What follows belongs to an exercise in optimizing a design on an open flow for small area, a short achievable clock period and few clock cycles per item; a production flow would make more cautious choices.
RTL that was checked went through simulation tests only; none was proved equivalent to the original.
Function not checked in run 1: the RTL went through the layout flow alone.

==> flow/design.v (outline; a module is shown in full before it is edited, if it fits) <==
// module hme_fsearch: 934 lines
module hme_fsearch (
    input  wire         clk,
    input  wire         rst,
    input  wire         start,
    input  wire [4:0]   grid_rows_m1,    
    input  wire [4:0]   grid_cols_m1,    
    output reg          busy,
    output reg          done,
    output wire         ref_req,
    output wire [8:0]   ref_y,
    output wire [8:0]   ref_x,
    input  wire [127:0] ref_row,
    output wire         tgt_req,
    output wire [8:0]   tgt_y,
    output wire [8:0]   tgt_x,
    input  wire [127:0] tgt_row,
    output reg          res_valid,
    output wire [4:0]   res_mb_row,
    output wire [4:0]   res_mb_col,
    output wire [4:0]   res_dy,
    output wire [4:0]   res_dx,
    output wire [15:0]  res_cost
);
  // ...
==> flow/flow/run.sh <==
#!/bin/bash
# The standard layout (the standard.sh, unchanged scripts) with three
# layout choices:
#  - the smallest buffer (buf_1) on the ports instead of the one
#    buffer_ports picks by default;
#  - timing repair aimed at a setup slack of 15.4 ns on the 22 ns clock, so
#    that the resizer sizes up the critical paths (the clock and the
#    constraints are the design's);
#  - clock tree: sinks clustered 30 to a buffer, no dummy loads.
# Each tool's output is in the ORFS logs under orfs/logs; make's own output
# is in standard.log.
set -euo pipefail
cd "$(dirname "$0")/.."
export BUFFER_PORTS_ARGS="-buffer_cell sky130_fd_sc_hd__buf_1"
export SETUP_SLACK_MARGIN=15.4
export CTS_ARGS="-sink_clustering_enable -repair_clock_nets -sink_clustering_size 30 -sink_clustering_max_diameter 80 -dont_use_dummy_load"
bash standard.sh > standard.log 2>&1
==> flow/standard.sh <==
#!/bin/bash
# synth_recipe.tcl (not shown) runs the flow's synth.tcl, then flattens the netlist and writes it again
# the make line also repeats each setting of config.mk as NAME=value (left out here)
make -C /OpenROAD-flow-scripts/flow DESIGN_CONFIG=/design/flow/config.mk WORK_HOME=/design/flow/orfs CLKGATE_MAP_FILE= SYNTH_SCRIPT=/design/flow/synth_recipe.tcl "${@:-finish}"
==> flow/config.mk <==
export PLATFORM = sky130hd
export DESIGN_NAME = hme_fsearch
export DESIGN_NICKNAME = hme_fsearch
export VERILOG_FILES = /design/flow/design.v
export SDC_FILE = /design/flow/constraint.sdc
export NUM_CORES = 4
export LEC_CHECK = 0
export CAP_MARGIN = 20
export CORE_MARGIN = 2
export CORE_UTILIZATION = 25
export PLACE_DENSITY = 0.5
export SLEW_MARGIN = 20
==> flow/constraint.sdc <==
create_clock -name core_clock -period 22.0 [get_ports {clk}]
set_input_delay 4.4000 -clock core_clock [delete_from_list [all_inputs] [get_ports {clk}]]
set_output_delay 4.4000 -clock core_clock [all_outputs]
set_load 0.01 [all_outputs]
==> metrics.md, run 1 <==
| Metric | Value |
|---|---|
| Status | `no timing/DRC/antenna violations` |
| Setup crit end | `d_cs[32]` |
| Worst setup SP type | `primary input` |
| CP Launch Point | `ref_row[88]` |
| CTS buffer count | `24` |
| Post-Synthesis Cells | `2,312` |
| Total track usage | `0.135` |
| Compound-gate portion of the synthesized area | `0.106` |
| GR Layer Usage met2 | `0.249` |
| Largest family of logic cells by synthesized area | `adder cells` |
| Number of synthesized flops with an enable pin | `10` |
| Total number of vias | `16.0k` |
| Fin nets | `3,328` |
| Hold Crit Endpoint | `x_acc[5]` |
| Clk root buf | `clkbuf_16` |
| R2R Setup Slk | `15.66 ns` |
| Max-slew violations | `0` |
| Area of the multi-input gates | `15,000 um^2` |
| Setup TNS | `0 ns` |
| #FFs+latches synth | `282` |
| Post-Syn Area | `21,800 um^2` |
| DRC viols | `0` |
| Dpl hpwl | `52.7 mm` |
| Gr ovfl total | `0` |
| Hold Crit Class | `reg -> reg` |
| Unrepaired setup endpoints after global routing | `yes` |
| Port-buffer cells | `341` |
==> inputs of run 2 (changes only) <==
--- a/flow/design.v
+++ b/flow/design.v
@@ -24,16 +24,17 @@
     reg [4:0] gr_m1, gc_m1;
     reg [4:0] mb_r, mb_c;
     reg       run;                     
     wire top   = (mb_r == 5'd0);
     wire bot   = (mb_r == gr_m1);
     wire left  = (mb_c == 5'd0);
     wire right = (mb_c == gc_m1);
     reg              g_ph;             
+    reg              g_wait;           
     reg              g_new;            
     reg              g_done;
     reg        [3:0] g_rad;
     reg signed [4:0] g_a, g_b;         
     reg signed [4:0] g_cy, g_cx;       
     wire signed [5:0] g_d  = g_ph ? {2'b00, g_rad} : {g_rad, 2'b00};
     wire signed [4:0] g_st = g_ph ? 5'sd1 : 5'sd4;
     wire signed [5:0] a_min = bot   ? 6'sd0 : -6'sd8;
@@ -53,26 +54,25 @@
     wire signed [5:0] b_lo = l_in ? e_l : b_min;
     wire signed [5:0] b_hi = r_in ? e_r : b_max;
     wire ring_all = (e_t <= a_min) && (e_b >= a_max) && (e_l <= b_min) && (e_r >= b_max);
     wire ring_end = g_ph ? ring_all : (g_rad == 4'd1);
     wire g_full = (g_a == e_t) || (g_a == e_b);
     wire in_win = (g_a >= a_min) && (g_a <= a_max) && (g_b >= b_min) && (g_b <= b_max);
     wire coarse = (g_a == -5'sd4 || g_a == 5'sd0 || g_a == 5'sd4) &&
                   (g_b == -5'sd4 || g_b == 5'sd0 || g_b == 5'sd4);
-    wire g_ok   = !g_done && !g_new && in_win && !(g_ph && coarse);
+    wire g_ok   = !g_done && !g_wait && !g_new && in_win && !(g_ph && coarse);
     wire              s_out   = !l_in && !r_in;
     wire signed [5:0] a_inc   = g_a + g_st;
     wire signed [5:0] a_nx    = g_new ? ((s_out && !t_in) ? e_b : a_lo)
                                       : (s_out ? e_b : a_inc);
     wire              more    = s_out ? (g_a == e_t[4:0] && bt_in) : (g_a != a_hi[4:0]);
     wire              full_nx = g_new ? (t_in || s_out) : (s_out || a_inc == e_b);
     wire signed [5:0] b_nx    = full_nx ? b_lo : (l_in ? e_l : e_r);
     reg               r_v, x_v, d_v;
-    reg               r_c, x_c, d_c;       
     reg signed [5:0]  r_u;
     reg signed [4:0]  r_nx;
     reg signed [4:0]  x_dy, d_dy;
     reg signed [4:0]  x_dx, d_dx;
     reg        [3:0]  r_row, x_row, d_row;
     reg        [15:0] r_acc, x_acc, d_acc;
     reg        [108-1:0] d_cs;
     wire [8:0] ty = {mb_r, 4'd0};
@@ -803,74 +803,69 @@
     wire take   = !cont && g_ok;
     wire signed [5:0] u_cont  = {2'b00, d_row} + 6'sd1 - {d_dy[4], d_dy};
     wire signed [4:0] nx_cont = ~d_dx + 5'sd1;
     wire signed [5:0] u_take  = 6'sd0 - {g_a[4], g_a};
     wire signed [4:0] nx_take = 5'sd0 - g_b;
     wire drained = run && g_done && !r_v && !x_v && !d_v;
     always @(posedge clk) begin
         x_v   <= r_v;
-        x_c   <= r_c;
         x_dy  <= r_row - r_u[4:0];
         x_dx  <= 5'sd0 - r_nx;
         x_row <= r_row;
         x_acc <= r_acc;
         d_v   <= x_v;
-        d_c   <= x_c;
         d_dy  <= x_dy;
         d_dx  <= x_dx;
         d_row <= x_row;
         d_acc <= x_acc;
         d_cs  <= cs_in;
         r_v <= cont || g_ok;
         if (cont) begin
             r_u   <= u_cont;
             r_nx  <= nx_cont;
             r_row <= d_row + 4'd1;
-            r_c   <= d_c;
             r_acc <= acc_new;
         end else begin
             r_u   <= u_take;
             r_nx  <= nx_take;
             r_row <= 4'd0;
-            r_c   <= !g_ph;
             r_acc <= 16'd0;
         end
         if (win) begin
             best_cost <= acc_new;
             best_dy   <= d_dy;
             best_dx   <= d_dx;
         end
-        if (g_ph && win && d_c) begin
-            g_cy   <= d_dy;
-            g_cx   <= d_dx;
-            g_rad  <= 4'd1;
-            g_new  <= 1'b1;
-            g_done <= 1'b0;
-        end else if (g_new) begin
+        if (g_new) begin
             g_new <= 1'b0;
             g_a   <= a_nx[4:0];
             g_b   <= b_nx[4:0];
+        end else if (g_wait) begin
+            if (!r_v && !x_v && !d_v) begin
+                g_wait <= 1'b0;
+                g_ph   <= 1'b1;
+                g_cy   <= best_dy;
+                g_cx   <= best_dx;
+                g_rad  <= 4'd1;
+                g_new  <= 1'b1;
+            end
         end else if ((take || !g_ok) && !g_done) begin
             if (g_full && g_b != b_hi[4:0]) begin
                 g_b <= g_b + g_st;
             end else if (!g_full && g_b == e_l[4:0] && r_in) begin
                 g_b <= e_r[4:0];
             end else if (more) begin
                 g_a <= a_nx[4:0];
                 g_b <= b_nx[4:0];
             end else if (!ring_end) begin
                 g_rad <= g_rad + 4'd1;
                 g_new <= 1'b1;
             end else if (!g_ph) begin
-                g_ph  <= 1'b1;
-                g_cy  <= win ? d_dy : best_dy;
-                g_cx  <= win ? d_dx : best_dx;
-                g_rad <= 4'd1;
-                g_new <= 1'b1;
+                g_wait <= 1'b1;
             end else begin
                 g_done <= 1'b1;
             end
         end
         done      <= 1'b0;
         res_valid <= 1'b0;
         if (drained) begin
             run       <= 1'b0;
@@ -884,16 +879,17 @@
             if (mb_c == gc_m1) begin
                 mb_c <= 5'd0;
                 mb_r <= mb_r + 5'd1;
             end else begin
                 mb_c <= mb_c + 5'd1;
             end
             run       <= 1'b1;
             g_ph      <= 1'b0;
+            g_wait    <= 1'b0;
             g_new     <= 1'b0;
             g_rad     <= 4'd0;
             g_a       <= 5'sd0;
             g_b       <= 5'sd0;
             g_cy      <= 5'sd0;
             g_cx      <= 5'sd0;
             g_done    <= 1'b0;
             best_cost <= 16'hffff;
@@ -903,16 +899,17 @@
         if (start && !busy) begin
             gr_m1     <= grid_rows_m1;
             gc_m1     <= grid_cols_m1;
             mb_r      <= 5'd0;
             mb_c      <= 5'd0;
             busy      <= 1'b1;
             run       <= 1'b1;
             g_ph      <= 1'b0;
+            g_wait    <= 1'b0;
             g_new     <= 1'b0;
             g_rad     <= 4'd0;
             g_a       <= 5'sd0;
             g_b       <= 5'sd0;
             g_cy      <= 5'sd0;
             g_cx      <= 5'sd0;
             g_done    <= 1'b0;
             best_cost <= 16'hffff;
@@ -920,15 +917,16 @@
             best_dx   <= 5'sd0;
         end
         if (rst) begin
             busy      <= 1'b0;
             done      <= 1'b0;
             res_valid <= 1'b0;
             run       <= 1'b0;
             g_done    <= 1'b1;
+            g_wait    <= 1'b0;
             g_new     <= 1'b0;
             r_v       <= 1'b0;
             x_v       <= 1'b0;
             d_v       <= 1'b0;
         end
     end
 endmodule
--- a/flow/flow/run.sh
+++ b/flow/flow/run.sh
@@ -1,14 +1,14 @@
 #!/bin/bash
 # The standard layout (the standard.sh, unchanged scripts) with three
 # layout choices:
 #  - the smallest buffer (buf_1) on the ports instead of the one
 #    buffer_ports picks by default;
-#  - timing repair aimed at a setup slack of 15.4 ns on the 22 ns clock, so
+#  - timing repair aimed at a setup slack of 15.2 ns on the 22 ns clock, so
 #    that the resizer sizes up the critical paths (the clock and the
 #    constraints are the design's);
 #  - clock tree: sinks clustered 30 to a buffer, no dummy loads.
 # Each tool's output is in the ORFS logs under orfs/logs; make's own output
 # is in standard.log.
 set -euo pipefail
 cd "$(dirname "$0")/.."
 export BUFFER_PORTS_ARGS="-buffer_cell sky130_fd_sc_hd__buf_1"
==> run 2 against run 1 <==
  * Clock skew is 0.011 ns lower
  * Critical path depth decreased by 1
  * Global-route usage increased by 0.44 points
  * Count of clock-buffer cells in the layout is the same
  * Largest cell class unchanged
  * Die area is 0.27% lower
==> metrics.md, run 2 <==
| Metric | Value |
|---|---|
| Dpl hpwl | `53.5 mm (was 52.7 mm)` |
| Area of the multi-input gates | `14,700 um^2 (was 15,000 um^2)` |
| Status | `no timing/DRC/antenna violations (unchanged)` |
| Antenna violations before repair | `3 (was 1)` |
| Ys async rst share | `0 (unchanged)` |
| FF-to-FF End | `best_cost[15] (was g_rad[1])` |
| Area leader, netlist | `dfxtp_1 (unchanged)` |
| Biggest register | `d_cs (unchanged)` |
| Final worst path period need | `6.42 ns (was 6.47 ns)` |
| Ports | `346 (unchanged)` |
| Die area | `89,500 um^2 (was 89,700 um^2)` |
| Count leader, synth | `inv_1 (unchanged)` |
| Pin count of the biggest net entering global routing | `42 (was 34)` |
| CTS buffer count | `24 (unchanged)` |
| Max-slew violations | `0 (unchanged)` |
| Max clock buf depth | `3 (unchanged)` |
| Met3 wire length | `2.91 mm (was 2.51 mm)` |
| GPL Wtd Cong | `0.865 (was 0.861)` |
| DRC viols | `0 (unchanged)` |
| CP Capture Type | `register (unchanged)` |
| Most common flop cell mapped by yosys | `dfxtp_1 (unchanged)` |
| Unrepaired setup endpoints after global routing | `yes (unchanged)` |
| Pre-antenna DRT Iters | `5 (unchanged)` |
| Setup crit end | `d_cs[32] (unchanged)` |
| Warning count from the yosys run | `1 (unchanged)` |
| Maxcap violations | `0 (unchanged)` |
| Total track usage | `0.139 (was 0.135)` |
| Post-synthesis sequential area ratio | `0.262 (was 0.263)` |
| Final Util | `0.292 (was 0.299)` |
| CTS sink cnt | `280 (was 282)` |
| Worst setup SP type | `primary input (unchanged)` |
| Port-buffer cells | `341 (unchanged)` |
| Most frequent cells after synthesis | `inv_1, dfxtp_1, ha_1 (unchanged)` |
| Min-delay src | `x_acc[9] (was r_acc[5])` |
| Number of synthesized flops with an enable pin | `10 (unchanged)` |
| Most frequent cells in the layout | `inv_1, buf_1, dfxtp_1 (unchanged)` |
| Worst-Margin Slew | `1.03 ns (was 0.918 ns)` |
| Top cell type's share of synthesized area | `0.248 (was 0.249)` |
| Routed wire length | `62.5 mm (was 61.2 mm)` |
| Register area | `5710 um^2 (was 5750 um^2)` |
| Core Area | `86,500 um^2 (was 86,600 um^2)` |
| Period utilisation layout | `0.292 (was 0.294)` |
| Post-Syn Area | `21,800 um^2 (about the same)` |
| Initial DRC count | `629 (was 619)` |
| Skew final | `0.0887 ns (was 0.0993 ns)` |
| Vias in the first global route | `16.3k (was 16.2k)` |
| Proportion of layout cells with a drive suffix above 1 | `0.0505 (was 0.0780)` |
| Top cells by area, synth | `dfxtp_1, ha_1, fa_1 (unchanged)` |
| Critical Path RT | `22.43 ns (was 22.49 ns)` |
| H-Tree Depth | `1 (unchanged)` |
| #FFs+latches synth | `280 (was 282)` |
| Fin nets | `3,328 (unchanged)` |
| Filler Cell Count | `9,295 (was 9,192)` |
| Clock Latency Late Sink | `0.58 ns (was 0.59 ns)` |
| Reg clk slew, reported paths | `0.07 ns (was 0.11 ns)` |
| Total number of vias | `16.0k (about the same)` |
| CP Launch Point | `ref_row[88] (unchanged)` |
| Metal-1 WL | `26.8 mm (was 26.9 mm)` |
| TritonCTS clock tree | `yes (unchanged)` |
| Netlist cell types | `89 (was 80)` |
| Max reg flops | `108 (unchanged)` |
| Initial Utilization | `0.252 (about the same)` |
| FMAX | `156 MHz (was 155 MHz)` |
| Setup TNS | `0 ns (unchanged)` |
| Gr ovfl total | `0 (unchanged)` |
| DR WL/cell | `16.4 um (was 16.1 um)` |
| R2R Path Start | `d_cs[39] (was d_cs[52])` |
| WS Path Type | `in -> reg (unchanged)` |
| Final Hold Fails | `0 (unchanged)` |
| Clk root buf | `clkbuf_16 (unchanged)` |
| Post-Synthesis Cells | `2,334 (was 2,312)` |
| CP Max Fanout | `9 (unchanged)` |
| Num rows | `108 (unchanged)` |
| Vias per Instance | `4.21 (was 4.20)` |
| Register-to-Register Path Depth | `19 (unchanged)` |
| R2R Setup Slk | `15.85 ns (was 15.66 ns)` |
| Area Overhead vs Synth | `16.1% (was 18.5%)` |
| Die Y | `299 um (about the same)` |
| Mapped Avg Cell Area | `9.33 um^2 (was 9.44 um^2)` |
| Detail Route Antenna Nets | `0 (unchanged)` |
| Worst hold margin | `0.319 ns (about the same)` |
| Die X | `299 um (about the same)` |
| First-pass GRT wire length | `95.9 mm (was 93.5 mm)` |
| Max_slew headroom | `0.314 (was 0.387)` |
| Hold Crit Class | `reg -> reg (unchanged)` |
| Max Used Layer | `met4 (unchanged)` |
| Routed wl met2 | `31.4 mm (was 31.0 mm)` |
| Final setup viols | `0 (unchanged)` |
| Crit path DAT | `6.85 ns (was 6.96 ns)` |
| Most common cell after layout, fill and taps aside | `inv_1 (unchanged)` |
## run 2: changes by cell type after synthesis, sizes merged, moves of 8 or more
cell and change:
clkbuf +8, mux2 -12, mux2i +9, nand2 +21
nand3 -12, nor2 +14, o21ai +14
## run 2: cell type report
| type | instances | share of cell area |
|---|---|---|
| diodes | 2 | 0.000198 |
| multi-input cells | 1612 | 0.581 |
| clock buffers | 24 | 0.0238 |
| well taps | 1155 | 0.0572 |
| inverters | 380 | 0.0570 |
| flip-flops and latches | 280 | 0.226 |
| repair buffers | 355 | 0.0549 |
## run 2: worst min path at each step
stage,endpoint,slack (ns),cells after the start
finish,d_acc[9],0.32,0
detailed placement,d_dx[2],0.31,0
CTS,d_acc[9],0.31,0
global route,d_acc[9],0.33,0
global placement,d_acc[12],0.31,0
floorplan,d_acc[0],0.31,0
## run 2: routing by layer
metal / vias to the layer above / GRT usage
met1: 7455 / 0.171
met3: 67 / 0.0252
met2: 322 / 0.252
met5: - / 0
li1: 8181 / -
met4: 0 / 0.0306
## run 2: per-stage QoR
| step | area (um^2) | setup WS, ns | cells |
|---|---|---|---|
| after floorplan | 22100 | 15.37 | 2337 |
| after global placement | 24500 | 14.79 | 3774 |
| after detailed placement | 24500 | 14.75 | 3774 |
| after CTS | 25100 | 15.44 | 3798 |
| after global routing | 25300 | 15.38 | 3808 |
| final | 25300 | 15.58 | 3808 |
## run 2: kinds of logic after synthesis
kind of cell / synth area share
simple gates: 0.108
buf+inv: 0.0816
fa+ha+maj: 0.286
flops: 0.262
other cells: 0.000172
compound gates: 0.108
mux: 0.0208
xor+xnor: 0.133
## run 2: critical path: stages
cell,delay (ns)
buf_1,0.07
inv_1,0.04
ha_1,0.21
o21bai_1,0.23
a21o_1,0.19
a21oi_1,0.10
o21bai_1,0.26
a21oi_2,0.14
o21ai_4,0.43
xnor2_1,0.28
fa_1,0.48
## run 2: what timing repair did
item,CTS,global route
resized for setup,3,15
buffers inserted,0,8
hold buffers,0,0
setup endpoints to repair,4,54
endpoints found under the hold margin,0,0
pin swaps,0,7
Testbench counts of run 2, summed over its fixed seeds: cycles 198,758, mbs 298.
==> inputs of run 3 (changes only) <==
--- a/flow/flow/run.sh
+++ b/flow/flow/run.sh
@@ -13,5 +13,5 @@
 cd "$(dirname "$0")/.."
 export BUFFER_PORTS_ARGS="-buffer_cell sky130_fd_sc_hd__buf_1"
-export SETUP_SLACK_MARGIN=15.4
+export SETUP_SLACK_MARGIN=15.6
 export CTS_ARGS="-sink_clustering_enable -repair_clock_nets -sink_clustering_size 30 -sink_clustering_max_diameter 80 -dont_use_dummy_load"
 bash standard.sh > standard.log 2>&1
==> run 3 against run 2 <==
  * Routed wire length increased by 2.2%
  * First-iteration DRC count increased by 9.5%
  * Core utilization increased by 1.3 points
  * Fmax increased by 1.4%
  * Critical endpoint unchanged
  * Critical path depth unchanged
==> metrics.md, run 3 <==
| Metric | Value |
|---|---|
| Status | `no timing/DRC/antenna violations (unchanged)` |
| Max reg flops | `108 (unchanged)` |
| Crit-path most repeated cell | `o21bai_1 (unchanged)` |
| DR WL/cell | `16.7 um (was 16.4 um)` |
| Hold_buf cts | `0 (unchanged)` |
| GPL Wtd Cong | `0.836 (was 0.865)` |
| Register area | `5710 um^2 (about the same)` |
| Routed wire length | `63.9 mm (was 62.5 mm)` |
| Count leader, synth | `inv_1 (unchanged)` |
| Die Y | `299 um (unchanged)` |
| Ports | `346 (unchanged)` |
| Skew final | `0.0535 ns (was 0.0887 ns)` |
| Worst setup SP type | `primary input (unchanged)` |
| Port-buffer cells | `341 (unchanged)` |
| CTS buffer count | `21 (was 24)` |
| FMAX | `158 MHz (was 156 MHz)` |
| Gr ovfl total | `0 (unchanged)` |
| CTS sink cnt | `280 (unchanged)` |
| Worst hold margin | `0.272 ns (was 0.319 ns)` |
| First-pass GRT wire length | `96.7 mm (was 95.9 mm)` |
| CP max stage cell | `fa_2 (was fa_1)` |
| Pre-antenna DRT Iters | `5 (unchanged)` |
| Number of synthesized flops with an enable pin | `10 (unchanged)` |
| Final Hold Fails | `0 (unchanged)` |
| Area leader, netlist | `dfxtp_1 (unchanged)` |
| Final Util | `0.305 (was 0.292)` |
| Total number of vias | `16.2k (was 16.0k)` |
| Maxcap violations | `0 (unchanged)` |
| Post-Syn Area | `21,800 um^2 (unchanged)` |
| Setup TNS | `0 ns (unchanged)` |
| Final setup viols | `0 (unchanged)` |
| Vias in the first global route | `16.6k (was 16.3k)` |
| Max clock buf depth | `3 (unchanged)` |
| Final worst path period need | `6.33 ns (was 6.42 ns)` |
| Detail Route Antenna Nets | `0 (unchanged)` |
| Area of the multi-input gates | `15,500 um^2 (was 14,700 um^2)` |
| Post-Synthesis Cells | `2,334 (unchanged)` |
| Filler Cell Count | `9,183 (was 9,295)` |
| Antenna violations before repair | `8 (was 3)` |
| Biggest register | `d_cs (unchanged)` |
| Worst-Margin Slew | `0.841 ns (was 1.03 ns)` |
| Proportion of layout cells with a drive suffix above 1 | `0.106 (was 0.0505)` |
| Netlist cell types | `89 (unchanged)` |
| Unrepaired setup endpoints after global routing | `yes (unchanged)` |
| Max-slew violations | `0 (unchanged)` |
| WS Path Type | `in -> reg (unchanged)` |
| Post-synthesis sequential area ratio | `0.262 (unchanged)` |
| Most common flop cell mapped by yosys | `dfxtp_1 (unchanged)` |
| Most frequent cells after synthesis | `inv_1, dfxtp_1, ha_1 (unchanged)` |
| Ys async rst share | `0 (unchanged)` |
| Area Overhead vs Synth | `21.2% (was 16.1%)` |
| Die area | `89,500 um^2 (unchanged)` |
| DRC viols | `0 (unchanged)` |
| Num rows | `108 (unchanged)` |
| Top cell type's share of synthesized area | `0.248 (unchanged)` |
| Final setup margin | `15.67 ns (was 15.58 ns)` |
| CP Capture Type | `register (unchanged)` |
| Vias per Instance | `4.24 (was 4.21)` |
| CP Max Fanout | `9 (unchanged)` |
| Initial Utilization | `0.252 (unchanged)` |
| Clock Latency Late Sink | `0.56 ns (was 0.58 ns)` |
| Warning count from the yosys run | `1 (unchanged)` |
| Initial DRC count | `689 (was 629)` |
| Period utilisation layout | `0.288 (was 0.292)` |
| Core Area | `86,500 um^2 (unchanged)` |
| Crit path DAT | `6.78 ns (was 6.85 ns)` |
| Worst-path cell chain | `buf_1 > inv_1 > ha_1 > o21bai_1 > a21o_1 > a21oi_1 > o21bai_1 > a21oi_2 > o21ai_4 > xnor2_1 > fa_2 (was buf_1 > inv_1 > ha_1 > o21bai_1 > a21o_1 > a21oi_1 > o21bai_1 > a21oi_2 > o21ai_4 > xnor2_1 > fa_1)` |
| Critical Path RT | `22.45 ns (was 22.43 ns)` |
| Max_slew headroom | `0.439 (was 0.314)` |
| Die X | `299 um (unchanged)` |
| TritonCTS clock tree | `yes (unchanged)` |
| Dpl hpwl | `54.4 mm (was 53.5 mm)` |
| Most frequent cells in the layout | `inv_1, buf_1, dfxtp_1 (unchanged)` |
| Slowest stage delay, CP | `0.49 ns (was 0.48 ns)` |
| #FFs+latches synth | `280 (unchanged)` |
| Hold Crit Class | `reg -> reg (unchanged)` |
| H-Tree Depth | `1 (unchanged)` |
| Clk root buf | `clkbuf_16 (unchanged)` |
| Pre-CTS setup slack | `14.47 ns (was 14.75 ns)` |
| Mapped Avg Cell Area | `9.33 um^2 (unchanged)` |
| Fin nets | `3,343 (was 3,328)` |
| Total track usage | `0.141 (was 0.139)` |
| Most common cell after layout, fill and taps aside | `inv_1 (unchanged)` |
| Reg clk slew, reported paths | `0.11 ns (was 0.07 ns)` |
| Top cells by area, synth | `dfxtp_1, ha_1, fa_1 (unchanged)` |
| Pin count of the biggest net entering global routing | `37 (was 42)` |
[run 3: cell families after synthesis]
family | count (synthesis) | share of synthesized area
xor+xnor | 326 | 0.133
flops | 280 | 0.262
buf+inv | 445 | 0.0816
compound gates | 355 | 0.108
other cells | 1 | 0.000172
simple gates | 477 | 0.108
fa+ha+maj | 406 | 0.286
mux | 44 | 0.0208
[run 3: per-layer routing]
layer | up-vias | global-route usage | wire (um)
li1 | 8217 | - | -
met1 | 7623 | 0.169 | 27000
met2 | 322 | 0.263 | 32800
met3 | 56 | 0.0244 | 2940
met4 | 8 | 0.0257 | 1140
met5 | - | 0 | 36
[run 3: path summary, 6_finish.rpt]
check | from | to | slack [ns] | cells past startpoint
hold / removal | x_acc[11] | d_acc[11] | 0.27 | 0
hold reg to reg | x_acc[11] | d_acc[11] | 0.27 | 0
setup / recovery | ref_row[88] | d_cs[32] | 15.67 | 11
setup reg to reg | d_cs[79] | g_rad[3] | 15.89 | 20
[run 3: through the flow]
stage | instance area, um^2 | std cells
finish | 26400 | 3824
global route | 26400 | 3821
CTS | 26100 | 3811
detailed placement | 25200 | 3772
global placement | 25200 | 3772
floorplan | 22800 | 2337
[run 3: final cells by class]
class	instances	area share
Antenna cell	3	0.000284
Clock buffer	21	0.0199
Inverter	380	0.0600
Multi-Input combinational cell	1612	0.586
Sequential cell	280	0.217
Tap cell	1155	0.0548
Timing Repair Buffer	373	0.0623
[run 3: critical path, delay by kind of cell]
kind,cells,cell delay [ns]
fa+ha+maj,2,0.70
buf+inv,2,0.11
compound gates,6,1.31
xor+xnor,1,0.24
[run 3: what timing repair did]
action | CTS | global route
pin swaps | 18 | 24
gates cloned | 0 | 0
buffers inserted | 18 | 10
endpoints found under the setup margin | 93 | 60
endpoints found under the hold margin | 0 | 0
gates resized for setup | 33 | 61
==> inputs of run 4 (changes only) <==
--- a/flow/flow/run.sh
+++ b/flow/flow/run.sh
@@ -13,5 +13,5 @@
 cd "$(dirname "$0")/.."
 export BUFFER_PORTS_ARGS="-buffer_cell sky130_fd_sc_hd__buf_1"
-export SETUP_SLACK_MARGIN=15.6
+export SETUP_SLACK_MARGIN=15.5
 export CTS_ARGS="-sink_clustering_enable -repair_clock_nets -sink_clustering_size 30 -sink_clustering_max_diameter 80 -dont_use_dummy_load"
 bash standard.sh > standard.log 2>&1
==> run 4 against run 3 <==
  * Sequential share of layout area grew 0.38 points
  * First-iteration DRC count shrank 18%
  * Setup slack lost 0.044 ns
  * Register-to-register slack lost 0.05 ns
  * Synthesized area is the same
  * Design area shrank 1.7%
  * Critical path type unchanged
==> metrics.md, run 4 <==
| Metric | Value |
|---|---|
| Ys async rst share | `0 (unchanged)` |
| Routed wire length | `62.8 mm (was 63.9 mm)` |
| Worst-Margin Slew | `1.03 ns (was 0.841 ns)` |
| FMAX | `157 MHz (was 158 MHz)` |
| Max-slew violations | `0 (unchanged)` |
| Pre-antenna DRT Iters | `5 (unchanged)` |
| First-pass GRT wire length | `95.5 mm (was 96.7 mm)` |
| #FFs+latches synth | `280 (unchanged)` |
| Worst setup SP type | `primary input (unchanged)` |
| CP Max Fanout | `7 (was 9)` |
| H-Tree Depth | `1 (unchanged)` |
| Worst-path cell chain | `buf_2 > inv_12 > ha_4 > o21bai_4 > a21oi_2 > o21bai_1 > a21oi_2 > a21oi_1 > nor2_1 > o21bai_1 > a21oi_4 > xnor2_1 > fa_2 (was buf_1 > inv_1 > ha_1 > o21bai_1 > a21o_1 > a21oi_1 > o21bai_1 > a21oi_2 > o21ai_4 > xnor2_1 > fa_2)` |
| Hold Crit Class | `reg -> reg (unchanged)` |
| Most common flop cell mapped by yosys | `dfxtp_1 (unchanged)` |
| Ports | `346 (unchanged)` |
| Detail Route Antenna Nets | `0 (unchanged)` |
| Most common cell after layout, fill and taps aside | `inv_1 (unchanged)` |
| Area Overhead vs Synth | `19.2% (was 21.2%)` |
| Pin count of the biggest net entering global routing | `42 (was 37)` |
| Cell area after layout | `25,900 um^2 (was 26,400 um^2)` |
| CTS sink cnt | `280 (unchanged)` |
| Number of synthesized flops with an enable pin | `10 (unchanged)` |
| Count leader, synth | `inv_1 (unchanged)` |
| Core Area | `86,500 um^2 (unchanged)` |
| Maxcap violations | `0 (unchanged)` |
| Total track usage | `0.139 (was 0.141)` |
| Period utilisation layout | `0.290 (was 0.288)` |
| Initial DRC count | `568 (was 689)` |
| Filler Cell Count | `9,210 (was 9,183)` |
| Clk root buf | `clkbuf_16 (unchanged)` |
| DR WL/cell | `16.4 um (was 16.7 um)` |
| Top cell type's share of synthesized area | `0.248 (unchanged)` |
| Antenna violations before repair | `0 (was 8)` |
| DP Area | `24,900 um^2 (was 25,200 um^2)` |
| Ant. Diodes | `0 (was 3)` |
| Num rows | `108 (unchanged)` |
| Final setup viols | `0 (unchanged)` |
| Max reg flops | `108 (unchanged)` |
| Setup TNS | `0 ns (unchanged)` |
| Slowest stage delay, CP | `0.52 ns (was 0.49 ns)` |
| Clock Latency Late Sink | `0.60 ns (was 0.56 ns)` |
| Reg clk slew, reported paths | `0.09 ns (was 0.11 ns)` |
| Port-buffer cells | `341 (unchanged)` |
| CTS buffer count | `25 (was 21)` |
| Post-Synthesis Cells | `2,334 (unchanged)` |
| Total number of vias | `16.2k (about the same)` |
| Area leader, netlist | `dfxtp_1 (unchanged)` |
| Proportion of layout cells with a drive suffix above 1 | `0.0765 (was 0.106)` |
| Fin nets | `3,343 (unchanged)` |
| Gr ovfl total | `0 (unchanged)` |
| Netlist cell types | `89 (unchanged)` |
| CP Capture Type | `register (unchanged)` |
| Die area | `89,500 um^2 (unchanged)` |
| GPL Wtd Cong | `0.879 (was 0.836)` |
| Top cells by area, synth | `dfxtp_1, ha_1, fa_1 (unchanged)` |
| Warning count from the yosys run | `1 (unchanged)` |
| Initial Utilization | `0.252 (unchanged)` |
| Vias in the first global route | `16.3k (was 16.6k)` |
| Max clock buf depth | `3 (unchanged)` |
| Most frequent cells in the layout | `inv_1, buf_1, dfxtp_1 (unchanged)` |
| DRC viols | `0 (unchanged)` |
| Most frequent cells after synthesis | `inv_1, dfxtp_1, ha_1 (unchanged)` |
| TritonCTS clock tree | `yes (unchanged)` |
| Unrepaired setup endpoints after global routing | `no (was yes)` |
| Skew final | `0.0915 ns (was 0.0535 ns)` |
| Critical Path RT | `22.47 ns (was 22.45 ns)` |
| Post-Syn Area | `21,800 um^2 (unchanged)` |
| Dpl hpwl | `53.7 mm (was 54.4 mm)` |
| Crit path DAT | `6.84 ns (was 6.78 ns)` |
| Die X | `299 um (unchanged)` |
| Status | `no timing/DRC/antenna violations (unchanged)` |
| Vias per Instance | `4.24 (about the same)` |
| WS Path Type | `in -> reg (unchanged)` |
| CP max stage cell | `fa_2 (unchanged)` |
| Biggest register | `d_cs (unchanged)` |
| Max_slew headroom | `0.313 (was 0.439)` |
| Final Hold Fails | `0 (unchanged)` |
| Post-synthesis sequential area ratio | `0.262 (unchanged)` |
| Die Y | `299 um (unchanged)` |
| Crit-path leading delay family | `compound AO/OA/AOI/OAI gates (unchanged)` |
| Mapped Avg Cell Area | `9.33 um^2 (unchanged)` |
| Final worst path period need | `6.37 ns (was 6.33 ns)` |
| Buf/Inv on CP | `2 (unchanged)` |
-- run 4: cell counts after synthesis --
Identical to the previous run, type by type.
-- run 4: metrics by stage --
step	utilization	hold slack, ns	cells	setup slack, ns
global placement	0.288	0.310	3774	14.60
global route	0.300	0.323	3821	15.50
CTS	0.297	0.317	3802	15.49
finish	0.300	0.319	3821	15.63
detailed placement	0.288	0.312	3774	14.58
floorplan	-	0.310	2337	15.38
-- run 4: worst reg2reg max path, delay by kind of cell, from the launching register on --
family,cells,cell delay [ns]
compound gates,5,1.03
simple gates,5,1.37
buf+inv,4,0.25
flops,1,0.32
fa+ha+maj,7,3.09
-- run 4: cell type report --
| class | instances | area (um^2) | share of cell area |
|---|---|---|---|
| Clock buffer | 25 | 626 | 0.0241 |
| Inverter | 380 | 1530 | 0.0589 |
| Multi-Input combinational cell | 1612 | 15100 | 0.581 |
| Sequential cell | 280 | 5710 | 0.220 |
| Tap cell | 1155 | 1450 | 0.0557 |
| Timing Repair Buffer | 369 | 1570 | 0.0604 |
-- run 4: worst paths after layout --
check / from / to / slack [ns] / depth (start not counted)
worst max-delay path: tgt_row[105] / d_cs[33] / 15.63 / 13
worst min-delay path: r_acc[3] / x_acc[3] / 0.32 / 0
worst min register to register: r_acc[3] / x_acc[3] / 0.32 / 0
worst max register to register: d_cs[78] / g_rad[3] / 15.84 / 21
-- run 4: per-layer routing --
layer / vias up / routed length, um / global-route usage
li1: 8220 / - / -
met1: 7627 / 27200 / 0.171
met2: 298 / 32100 / 0.256
met3: 45 / 2480 / 0.0204
met4: 0 / 976 / 0.0237
met5: - / 0 / 0
-- run 4: logic make-up after synthesis --
logic type,after synthesis,synth area share
mux,44,0.0208
other cells,1,0.000172
simple gates,477,0.108
fa+ha+maj,406,0.286
xor+xnor,326,0.133
compound gates,355,0.108
flops,280,0.262
buf+inv,445,0.0816
-- run 4: repair_timing --
action                     CTS  global route
gates resized for setup     14            22
pin swaps                    2            11
hold buffers                 0             0
setup endpoints to repair   35           120
buffers inserted             3            19
==> inputs of run 5 (changes only) <==
--- a/flow/flow/run.sh
+++ b/flow/flow/run.sh
@@ -13,5 +13,5 @@
 cd "$(dirname "$0")/.."
 export BUFFER_PORTS_ARGS="-buffer_cell sky130_fd_sc_hd__buf_1"
-export SETUP_SLACK_MARGIN=15.5
+export SETUP_SLACK_MARGIN=15.2
 export CTS_ARGS="-sink_clustering_enable -repair_clock_nets -sink_clustering_size 30 -sink_clustering_max_diameter 80 -dont_use_dummy_load"
 bash standard.sh > standard.log 2>&1
==> run 5 against run 4 <==
  * Register-to-register slack got worse by 0.29 ns
  * Synthesized cell count is the same
  * Die area unchanged
  * Via count down 1.3%
  * Setup slack lost 0.25 ns
  * Cell count decreased by 0.52%
  * Routed wire length down 1.8%
  * Sequential share of layout area up 0.80 points
  * Non-clock buffer count down 20
  * Largest cell class unchanged
  * Highest routed layer unchanged
==> metrics.md, run 5 <==
| Metric | Value |
|---|---|
| WS Path Type | `in -> reg (unchanged)` |
| Multiplexer share of the synthesized area | `0.0208 (unchanged)` |
| Area leader, netlist | `dfxtp_1 (unchanged)` |
| XOR/XNOR Fraction of Synth Area | `0.133 (unchanged)` |
| Post-synthesis sequential area ratio | `0.262 (unchanged)` |
| CTS sink cnt | `280 (unchanged)` |
| CP Capture Type | `register (unchanged)` |
| Period utilisation layout | `0.301 (was 0.290)` |
| #FFs+latches synth | `280 (unchanged)` |
| Routed wire length | `61.7 mm (was 62.8 mm)` |
| Die Y | `299 um (unchanged)` |
| Max-slew violations | `0 (unchanged)` |
| Num rows | `108 (unchanged)` |
| Count leader, synth | `inv_1 (unchanged)` |
| Ports | `346 (unchanged)` |
| Number of synthesized flops with an enable pin | `10 (unchanged)` |
| R2R Setup Slk | `15.55 ns (was 15.84 ns)` |
| Die X | `299 um (unchanged)` |
| Proportion of layout cells with a drive suffix above 1 | `0.0329 (was 0.0765)` |
| Hold Crit Class | `reg -> reg (unchanged)` |
| Core Area | `86,500 um^2 (unchanged)` |
| Largest family of logic cells by synthesized area | `adder cells (unchanged)` |
| CP Max Fanout | `7 (unchanged)` |
| Total number of vias | `16.0k (was 16.2k)` |
| Warning count from the yosys run | `1 (unchanged)` |
| Die area | `89,500 um^2 (unchanged)` |
| GR Layer Usage met2 | `0.249 (was 0.256)` |
| Filler Cell Count | `9,298 (was 9,210)` |
| Most frequent cells in the layout | `inv_1, buf_1, dfxtp_1 (unchanged)` |
| Dpl hpwl | `52.5 mm (was 53.7 mm)` |
| Post-Syn Area | `21,800 um^2 (unchanged)` |
| Final setup viols | `0 (unchanged)` |
| Adder-cell share of the synthesized area | `0.286 (unchanged)` |
| DR WL/cell | `16.2 um (was 16.4 um)` |
| Most common flop cell mapped by yosys | `dfxtp_1 (unchanged)` |
| Hold_buf cts | `0 (unchanged)` |
| Non-filler cells, final | `3,801 (was 3,821)` |
| Antenna violations before repair | `0 (unchanged)` |
| Vias per Instance | `4.20 (was 4.24)` |
| Critical Path RT | `22.44 ns (was 22.47 ns)` |
| Top Usage Layer GRT | `met2 (unchanged)` |
| Worst-Margin Slew | `1.01 ns (was 1.03 ns)` |
| Gr ovfl total | `0 (unchanged)` |
| Area Overhead vs Synth | `14.8% (was 19.2%)` |
| FMAX | `151 MHz (was 157 MHz)` |
| Most frequent cells after synthesis | `inv_1, dfxtp_1, ha_1 (unchanged)` |
| Max reg flops | `108 (unchanged)` |
| Crit path DAT | `7.06 ns (was 6.84 ns)` |
| Pre-antenna DRT Iters | `5 (unchanged)` |
| Clk root buf | `clkbuf_16 (unchanged)` |
| Top cells by area, synth | `dfxtp_1, ha_1, fa_1 (unchanged)` |
| Biggest register | `d_cs (unchanged)` |
| Maxcap violations | `0 (unchanged)` |
| DRC viols | `0 (unchanged)` |
| Initial DRC count | `596 (was 568)` |
| Ant. Diodes | `0 (unchanged)` |
| First-pass GRT wire length | `94.6 mm (was 95.5 mm)` |
| Vias in the first global route | `16.4k (was 16.3k)` |
| Port-buffer cells | `341 (unchanged)` |
| Fin nets | `3,323 (was 3,343)` |
| Compound-gate portion of the synthesized area | `0.108 (unchanged)` |
| Top cell type's share of synthesized area | `0.248 (unchanged)` |
| Clock Latency Late Sink | `0.59 ns (was 0.60 ns)` |
| Detail Route Antenna Nets | `0 (unchanged)` |
| Final worst path period need | `6.62 ns (was 6.37 ns)` |
| Netlist cell types | `89 (unchanged)` |
| Placed insts | `3,776 (was 3,774)` |
| Max clock buf depth | `3 (unchanged)` |
| Status | `no timing/DRC/antenna violations (unchanged)` |
| Reg clk slew, reported paths | `0.08 ns (was 0.09 ns)` |
| Post-Synthesis Cells | `2,334 (unchanged)` |
| CTS buffer count | `25 (unchanged)` |
| Setup TNS | `0 ns (unchanged)` |
| Ys async rst share | `0 (unchanged)` |
| Total track usage | `0.137 (was 0.139)` |
| Mapped Avg Cell Area | `9.33 um^2 (unchanged)` |
| TritonCTS clock tree | `yes (unchanged)` |
| H-Tree Depth | `1 (unchanged)` |
| Initial Utilization | `0.252 (unchanged)` |
| Met1 usage | `0.164 (was 0.171)` |
| GPL Wtd Cong | `0.849 (was 0.879)` |
| Pin count of the biggest net entering global routing | `36 (was 42)` |
| Max_slew headroom | `0.328 (was 0.313)` |
| Skew final | `0.0735 ns (was 0.0915 ns)` |
| Most common cell after layout, fill and taps aside | `inv_1 (unchanged)` |
| Final Hold Fails | `0 (unchanged)` |
| Worst setup SP type | `primary input (unchanged)` |
| Unrepaired setup endpoints after global routing | `yes (was no)` |
| Simple-Gate Fraction of Synth Area | `0.108 (unchanged)` |
| GR Layer Usage met3 | `0.0267 (was 0.0204)` |
## run 5: metrics by stage
step	setup slack (ns)	util	area (um^2)	hold slack, ns
6_report	15.38	0.289	25000	0.304
5_1_grt	15.19	0.289	25000	0.305
4_1_cts	15.20	0.288	24900	0.301
3_5_place_dp	14.53	0.281	24300	0.312
3_3_place_gp	14.58	0.281	24300	0.310
2_1_floorplan	15.18	-	21800	0.310
## run 5: cell families after synthesis
group | Yosys count
flops | 280
other cells | 1
xor+xnor | 326
mux | 44
simple gates | 477
fa+ha+maj | 406
buf+inv | 445
compound gates | 355
## run 5: area by class of cell
cell class | instances | area (um^2) | area share
Multi-Input combinational cell | 1612 | 14400 | 0.578
Timing Repair Buffer | 349 | 1350 | 0.0539
Inverter | 380 | 1430 | 0.0571
Clock buffer | 25 | 626 | 0.0250
Sequential cell | 280 | 5710 | 0.228
Tap cell | 1155 | 1450 | 0.0578
## run 5: per-layer routing
metal | up-vias | routed length, um
met5 | - | 0
met4 | 0 | 1590
met3 | 59 | 3030
met2 | 333 | 31000
met1 | 7412 | 26100
li1 | 8173 | -
## run 5: what timing repair did
action	4_1_cts	5_1_grt
pin swaps	0	1
setup endpoints to repair	19	28
buffers inserted	0	0
gates resized for setup	4	11
## run 5: worst max-delay path, stage by stage
cell and delay (ns):
buf_1 0.07, inv_1 0.04, ha_1 0.21, o21bai_1 0.23, a21oi_1 0.13, o21bai_1 0.36, a21oi_1 0.20, a21oi_1 0.16
nor2_1 0.08, o21bai_1 0.30, a21oi_4 0.17, xnor2_1 0.26, fa_1 0.44
## run 5: path summary, 6_finish.rpt
check | cells past startpoint | startpoint | to
worst min register to register | 0 | x_acc[7] | d_acc[7]
worst max-delay path | 13 | ref_row[72] | d_cs[32]
worst min-delay path | 0 | x_acc[7] | d_acc[7]
worst max register to register | 21 | d_cs[52] | g_rad[3]
==> inputs of run 6 (changes only) <==
--- a/flow/flow/run.sh
+++ b/flow/flow/run.sh
@@ -4,5 +4,5 @@
 #  - the smallest buffer (buf_1) on the ports instead of the one
 #    buffer_ports picks by default;
-#  - timing repair aimed at a setup slack of 15.2 ns on the 22 ns clock, so
+#  - timing repair aimed at a setup slack of 15.4 ns on the 22 ns clock, so
 #    that the resizer sizes up the critical paths (the clock and the
 #    constraints are the design's);
@@ -13,5 +13,5 @@
 cd "$(dirname "$0")/.."
 export BUFFER_PORTS_ARGS="-buffer_cell sky130_fd_sc_hd__buf_1"
-export SETUP_SLACK_MARGIN=15.2
+export SETUP_SLACK_MARGIN=15.4
 export CTS_ARGS="-sink_clustering_enable -repair_clock_nets -sink_clustering_size 30 -sink_clustering_max_diameter 80 -dont_use_dummy_load"
 bash standard.sh > standard.log 2>&1
==> run 6 against run 5 <==
  * First-iteration DRC count rose by 5.5%
  * Still clean
  * Critical endpoint unchanged
  * Design area rose by 1.2%
  * Non-clock buffer count is 6 higher
==> metrics.md, run 6 <==
| Metric | Value |
|---|---|
| Proportion of layout cells with a drive suffix above 1 | `0.0505 (was 0.0329)` |
| Initial Utilization | `0.252 (unchanged)` |
| #FFs+latches synth | `280 (unchanged)` |
| CTS sink cnt | `280 (unchanged)` |
| Hold Crit Endpoint | `d_acc[9] (was d_acc[7])` |
| Slowest stage delay, CP | `0.48 ns (was 0.44 ns)` |
| Die area | `89,500 um^2 (unchanged)` |
| Clock Latency Late Sink | `0.58 ns (was 0.59 ns)` |
| Top cell type's share of synthesized area | `0.248 (unchanged)` |
| CTS buffer count | `24 (was 25)` |
| WS Path Type | `in -> reg (unchanged)` |
| Adder-cell share of the synthesized area | `0.286 (unchanged)` |
| Post-synthesis sequential area ratio | `0.262 (unchanged)` |
| Max reg flops | `108 (unchanged)` |
| XOR/XNOR Fraction of Synth Area | `0.133 (unchanged)` |
| Detail Route Antenna Nets | `0 (unchanged)` |
| Biggest register | `d_cs (unchanged)` |
| Unrepaired setup endpoints after global routing | `yes (unchanged)` |
| Largest family of logic cells by synthesized area | `adder cells (unchanged)` |
| Simple-Gate Fraction of Synth Area | `0.108 (unchanged)` |
| Worst-Margin Slew | `1.03 ns (was 1.01 ns)` |
| Min-delay src | `x_acc[9] (was x_acc[7])` |
| Total number of vias | `16.0k (about the same)` |
| Post-Synthesis Cells | `2,334 (unchanged)` |
| CP Max Fanout | `9 (was 7)` |
| Die Y | `299 um (unchanged)` |
| Die X | `299 um (unchanged)` |
| Vias per Instance | `4.21 (was 4.20)` |
| Core Area | `86,500 um^2 (unchanged)` |
| Most frequent cells in the layout | `inv_1, buf_1, dfxtp_1 (unchanged)` |
| Worst-path cell chain | `buf_1 > inv_1 > ha_1 > o21bai_1 > a21o_1 > a21oi_1 > o21bai_1 > a21oi_2 > o21ai_4 > xnor2_1 > fa_1 (was buf_1 > inv_1 > ha_1 > o21bai_1 > a21oi_1 > o21bai_1 > a21oi_1 > a21oi_1 > nor2_1 > o21bai_1 > a21oi_4 > xnor2_1 > fa_1)` |
| Worst setup SP type | `primary input (unchanged)` |
| Fin nets | `3,328 (was 3,323)` |
| FMAX | `156 MHz (was 151 MHz)` |
| Pre-antenna DRT Iters | `5 (unchanged)` |
| Gr ovfl total | `0 (unchanged)` |
| Hold Crit Class | `reg -> reg (unchanged)` |
| Area leader, netlist | `dfxtp_1 (unchanged)` |
| Post-Syn Area | `21,800 um^2 (unchanged)` |
| CP Capture Type | `register (unchanged)` |
| Worst hold path depth | `0 (unchanged)` |
| Top cells by area, synth | `dfxtp_1, ha_1, fa_1 (unchanged)` |
| Register-to-Register Path Depth | `19 (was 21)` |
| Count leader, synth | `inv_1 (unchanged)` |
| DRC viols | `0 (unchanged)` |
| Number of synthesized flops with an enable pin | `10 (unchanged)` |
| Worst hold margin | `0.319 ns (was 0.304 ns)` |
| Most common flop cell mapped by yosys | `dfxtp_1 (unchanged)` |
| Maxcap violations | `0 (unchanged)` |
| Netlist cell types | `89 (unchanged)` |
| First-pass GRT wire length | `95.9 mm (was 94.6 mm)` |
| Setup TNS | `0 ns (unchanged)` |
| Status | `no timing/DRC/antenna violations (unchanged)` |
| Critical Path RT | `22.43 ns (was 22.44 ns)` |
| Ports | `346 (unchanged)` |
| Max-slew violations | `0 (unchanged)` |
| Ys async rst share | `0 (unchanged)` |
| Clk root buf | `clkbuf_16 (unchanged)` |
| Warning count from the yosys run | `1 (unchanged)` |
| Total track usage | `0.139 (was 0.137)` |
| Pin count of the biggest net entering global routing | `42 (was 36)` |
| Antenna violations before repair | `3 (was 0)` |
| DP Area | `24,500 um^2 (was 24,300 um^2)` |
| Port-buffer cells | `341 (unchanged)` |
| DR WL/cell | `16.4 um (was 16.2 um)` |
| Crit path DAT | `6.85 ns (was 7.06 ns)` |
| Routed wire length | `62.5 mm (was 61.7 mm)` |
| Final worst path period need | `6.42 ns (was 6.62 ns)` |
| Multiplexer share of the synthesized area | `0.0208 (unchanged)` |
| Hold_buf cts | `0 (unchanged)` |
| R2R Setup Slk | `15.85 ns (was 15.55 ns)` |
| Period utilisation layout | `0.292 (was 0.301)` |
| GPL Wtd Cong | `0.865 (was 0.849)` |
| CP max stage cell | `fa_1 (unchanged)` |
| Reg clk slew, reported paths | `0.07 ns (was 0.08 ns)` |
| Final Util | `0.292 (was 0.289)` |
| Final setup viols | `0 (unchanged)` |
| Most common cell after layout, fill and taps aside | `inv_1 (unchanged)` |
| Cell area after layout | `25,300 um^2 (was 25,000 um^2)` |
| Compound-gate portion of the synthesized area | `0.108 (unchanged)` |
| Crit-path most repeated cell | `o21bai_1` |
| Area Overhead vs Synth | `16.1% (was 14.8%)` |
| Num rows | `108 (unchanged)` |
| Vias in the first global route | `16.3k (was 16.4k)` |
| TritonCTS clock tree | `yes (unchanged)` |
| Skew final | `0.0887 ns (was 0.0735 ns)` |
| FF-to-FF End | `best_cost[15] (was g_rad[3])` |
| Initial DRC count | `629 (was 596)` |
| Mapped Avg Cell Area | `9.33 um^2 (unchanged)` |
| Dpl hpwl | `53.5 mm (was 52.5 mm)` |
| Max clock buf depth | `3 (unchanged)` |
| Final Hold Fails | `0 (unchanged)` |
| H-Tree Depth | `1 (unchanged)` |
| R2R Path Start | `d_cs[39] (was d_cs[52])` |
| Most frequent cells after synthesis | `inv_1, dfxtp_1, ha_1 (unchanged)` |
| Max_slew headroom | `0.314 (was 0.328)` |
run 6: cell counts after synthesis:
No cell type changed its count.
run 6: layout make-up:
class	instances	area (um^2)
fillers	9295	61200
multi-input cells	1612	14700
flip-flops and latches	280	5710
well taps	1155	1450
inverters	380	1440
repair buffers	355	1390
clock buffers	24	601
diodes	2	5.00
run 6: kinds of logic after synthesis:
family,Yosys count
other cells,1
fa+ha+maj,406
compound gates,355
simple gates,477
buf+inv,445
xor+xnor,326
mux,44
flops,280
run 6: metal layers:
layer  vias up  wire length [um]  GRT usage
met5         -                 0          0
met2       322             31400      0.252
li1       8181                 -          -
met1      7455             26800      0.171
met4         0              1400     0.0306
met3        67              2910     0.0252
run 6: stage by stage:
| step | instances | setup slack (ns) |
|---|---|---|
| 2_1_floorplan | 2337 | 15.37 |
| 3_3_place_gp | 3774 | 14.79 |
| 3_5_place_dp | 3774 | 14.75 |
| 4_1_cts | 3798 | 15.44 |
| 5_1_grt | 3808 | 15.38 |
| 6_report | 3808 | 15.58 |
run 6: what timing repair did:
action,4_1_cts,5_1_grt
pin swaps,0,7
gates resized for setup,3,15
buffers inserted,0,8
hold endpoints to repair,0,0
setup endpoints to repair,4,54
run 6: critical path, delay by kind of cell:
kind | cells | cell delay [ns]
fa+ha+maj | 2 | 0.69
buf+inv | 2 | 0.11
compound gates | 6 | 1.35
xor+xnor | 1 | 0.28
run 6: worst max path at each step:
stage / from / to / slack, ns / cells past startpoint
2_1_floorplan: ref_row[8] / d_cs[21] / 15.37 / 11
3_3_place_gp: ref_row[88] / d_cs[46] / 14.79 / 11
3_5_place_dp: tgt_row[81] / d_cs[46] / 14.75 / 13
4_1_cts: tgt_row[73] / d_cs[19] / 15.44 / 13
5_1_grt: tgt_row[73] / d_cs[19] / 15.38 / 12
6_report: ref_row[88] / d_cs[32] / 15.58 / 11

==> re-timing with driven ports <==
No port has a modelled driver above. Below, the same layouts with a new extraction and two added sets of constraints.
Step 1: set_driving_cell puts a clkbuf_16 on clk and a buf_2 on each other input, an assumption about the parent block.
Step 2 times the ports against the registers' clock, not the clock port: input delays grow and output delays shrink by t, the midpoint of the rising clock arrivals with the driver on.
Slacks: ideal / step 1 / step 2; pairs: ideal / step 1.
| run | t, ns | setup slack, ns | clock arrival spread, ns |
|---|---|---|---|
| run 1 | 0.608 | 15.530 / 15.565 / 14.962 | 0.100 / 0.099 |
| run 2 | 0.595 | 15.581 / 15.554 / 15.016 | 0.089 / 0.090 |
| run 3 | 0.593 | 15.672 / 15.669 / 15.120 | 0.054 / 0.053 |
| run 4 | 0.620 | 15.628 / 15.614 / 15.050 | 0.092 / 0.092 |
| run 5 | 0.612 | 15.376 / 15.411 / 14.799 | 0.073 / 0.074 |
| run 6 | 0.595 | 15.581 / 15.554 / 15.016 | 0.089 / 0.090 |
After both steps every run listed still meets setup and hold. For run 4, which loses most, drivers alone change the setup slack by -0.014 ns; drivers and shift together by -0.578 ns.
